From an optimization exercise on the open Yosys and OpenROAD flow, aimed at small area, a short achievable clock period and few clock cycles; shortcuts taken in it are not production practice.
Function was checked by simulation only, so behaviour that the tests miss may differ from the original.
Power figures rest on the tool's default switching activity, not on a simulated workload.

Setup of wip/raven:
Design simproc_core, start of the top module:
module simproc_core (
    input  wire        clk,
    input  wire        rst,           
    input  wire        has_words,     
    output wire        mem_en,
    output wire        mem_we,
    output wire [14:0] mem_addr,
    output wire [15:0] mem_wdata,
    input  wire [15:0] mem_rdata,
    output reg         halted,
    output reg         faulted,
    output reg  [2:0]  fault_cause,
    output wire [15:0] fault_value,
    output reg  [15:0] pc,
    output reg  [11:0] cycle_count,
    output wire        warn_valid,
    output wire [1:0]  warn_kind,
    output wire [15:0] warn_value,
    input  wire [2:0]  dbg_sel,
    output wire [15:0] dbg_data
);
    localparam [11:0] CYCLE_LIMIT = 12'd3000;
    localparam [2:0] F_PC    = 3'd1;
    localparam [2:0] F_LOAD  = 3'd2;
    localparam [2:0] F_STORE = 3'd3;
    localparam [2:0] F_LIMIT = 3'd5;
    localparam [2:0] S_FETCH = 3'd0;    
    localparam [2:0] S_EXEC  = 3'd1;    
    localparam [2:0] S_LOAD  = 3'd2;    
    localparam [2:0] S_MUL   = 3'd3;
    localparam [2:0] S_DIV   = 3'd4;
    reg [2:0]  state;
    reg [15:0] regs [0:7];
    reg [15:0] opx, opy, opb;    
    reg [2:0]  wrd;
    reg        mlt;              
    reg [2:0]  dcnt;
    wire running = !halted && !faulted;
    wire ex      = running && state == S_EXEC;
    wire [15:0] w     = mem_rdata;
    wire        fmt_i = w[15];
    wire [5:0]  opr   = w[14:9];
    wire [1:0]  opi   = w[14:13];
    wire [15:0] imm16 = {6'd0, w[9:0]};
    wire is_add   = !fmt_i && opr == 6'd0;
    wire is_sub   = !fmt_i && opr == 6'd1;
    wire is_mul   = !fmt_i && opr == 6'd2;
    wire is_div   = !fmt_i && opr == 6'd3;
    wire is_ceq   = !fmt_i && opr == 6'd4;
  ...
For scale: about 2700 cells after synthesis, about 220 flip-flops, about 0.019 mm2 of cells after synthesis.
export LEC_CHECK = 0
export ABC_AREA = 1
export CAP_MARGIN = 20
export CORE_MARGIN = 2
export CORE_UTILIZATION = 40
export CTS_CLUSTER_DIAMETER = 100
export CTS_CLUSTER_SIZE = 20
export PLACE_DENSITY = 0.6
export SETUP_SLACK_MARGIN = 3.8
export SLEW_MARGIN = 20
create_clock -name core_clock -period 10.0 [get_ports {clk}]
standard.sh (not shown) runs the stock make flow with config.mk's settings and CLKGATE_MAP_FILE= SYNTH_SCRIPT=/design/flow/synth_recipe.tcl, a recipe that flattens the netlist after the stock synthesis.
==> flow/flow/run.sh <==
#!/bin/bash
# The standard layout, with two changes:
# - every port is buffered by a sky130_fd_sc_hd__buf_1 (the standard flow lets
#   the resizer pick the port buffer, and it picks a delay cell); timing
#   repair then resizes the port buffers that need it;
# - clock tree synthesis inserts no dummy loads.
set -euo pipefail
export BUFFER_PORTS_ARGS="-buffer_cell sky130_fd_sc_hd__buf_1"
export CTS_ARGS="-sink_clustering_enable -repair_clock_nets -dont_use_dummy_load"
bash standard.sh > standard.log 2>&1
Testbench counts of wip/raven, summed over its fixed seeds: cycles 245,060.
The following lists how wip/garnet was set up differently from wip/raven:
Settings: CTS_CLUSTER_DIAMETER no longer set, was 100; CORE_UTILIZATION now 50, was 40; PLACE_DENSITY now 0.7, was 0.6; CTS_CLUSTER_SIZE no longer set, was 20.
==> flow/flow/run.sh <==
#!/bin/bash
# The standard layout, with two changes:
# - every port is buffered by a sky130_fd_sc_hd__buf_1 (the standard flow lets
#   the resizer pick the port buffer, and it picks a delay cell); timing
#   repair then resizes the port buffers that need it;
# - clock tree synthesis inserts no dummy loads, and clusters up to 20 sinks
#   within 100 um per leaf buffer.
set -euo pipefail
export BUFFER_PORTS_ARGS="-buffer_cell sky130_fd_sc_hd__buf_1"
export CTS_ARGS="-sink_clustering_enable -repair_clock_nets -dont_use_dummy_load -sink_clustering_size 20 -sink_clustering_max_diameter 100"
bash standard.sh > standard.log 2>&1
--- outcome ---
Multi-input gate share of the layout cell area for wip/garnet: 0.87 points up relative to wip/raven. Compared to wip/raven, wip/garnet has worst-skew pair later-pin latency 0.05 ns lower. wip/garnet against wip/raven: number of max-cap violations stayed essentially flat; final cell count fell by 111. Summary of wip/garnet over wip/raven: worst path setup slack after routing fell by 0.019 ns, cell area after synthesis stayed essentially flat, power density over the cells fell by about 5%, core utilization rose by 9.7 points, aggregate global routing overflow stayed essentially flat.
Changes in wip/harbor relative to wip/garnet:
Settings: CORE_UTILIZATION: 50 -> 40; PLACE_DENSITY: 0.7 -> 0.6.
==> run notes <==
The run showing the smaller sequential share of layout area is wip/harbor. Looking at placeable core region, wip/harbor sits about 24% higher than wip/garnet does. Changes observed in wip/harbor relative to wip/garnet: final period utilization saw little to no change, worst hold slack -0.0048 ns.
Inputs modified between wip/harbor and wip/delta:
Settings: PLACE_DENSITY: 0.6 -> 0.7; SETUP_SLACK_MARGIN: 3.8 -> 4.0; CORE_UTILIZATION: 40 -> 50.
==> run notes <==
Setup WNS wip/harbor -> wip/delta: better. wip/delta vs wip/harbor, worst setup path endpoint: warn_value[4] vs mem_addr[7]. Level count of the clock H-tree: wip/delta vs wip/harbor — no meaningful difference. Higher sequential share of power goes to wip/delta over wip/harbor. In terms of sequential share of layout area, wip/harbor and wip/delta differ only marginally. Delta (wip/delta minus wip/harbor): core utilization shows an increase of 11 points, post-detailed-routing wire length decreased about 5.7%, total of plain and repair buffers excluding clock buffers now larger, number of clock-tree buffers in the layout saw a decrease.

separate check: timing with driven ports:
Ports are ideal in the flow. The routed layouts listed here were re-timed in OpenROAD. Step 1 (the two cells are an assumption about what drives the block):
set clk [get_ports {clk}]
set_driving_cell -lib_cell sky130_fd_sc_hd__clkbuf_16 $clk
set_driving_cell -lib_cell sky130_fd_sc_hd__buf_2 [delete_from_list [all_inputs] $clk]
Step 2 times the ports against the registers' clock, not the clock port: input delays grow and output delays shrink by t, the midpoint of the rising clock arrivals with the driver on. a / b / c = ideal / step 1 / step 2; a / b = the first two.
| run | shift t [ns] | slack for setup (ns) | hold slack, ns | worst data-port slew with drivers (ns) |
|---|---|---|---|---|
| wip/raven | 0.627 | 3.794 / 3.701 / 3.380 | 0.508 / 0.508 / 0.508 | 0.10 |
| wip/garnet | 0.573 | 3.775 / 3.749 / 3.449 | 0.505 / 0.505 / 0.505 | 0.08 |
| wip/harbor | 0.576 | 3.771 / 3.729 / 3.502 | 0.501 / 0.501 / 0.501 | 0.09 |
| wip/delta | 0.572 | 3.948 / 3.917 / 3.690 | 0.501 / 0.501 / 0.501 | 0.08 |
After both steps every run listed still meets setup and hold. For wip/raven, which loses most, drivers alone change the setup slack by -0.093 ns; drivers and shift together by -0.414 ns.
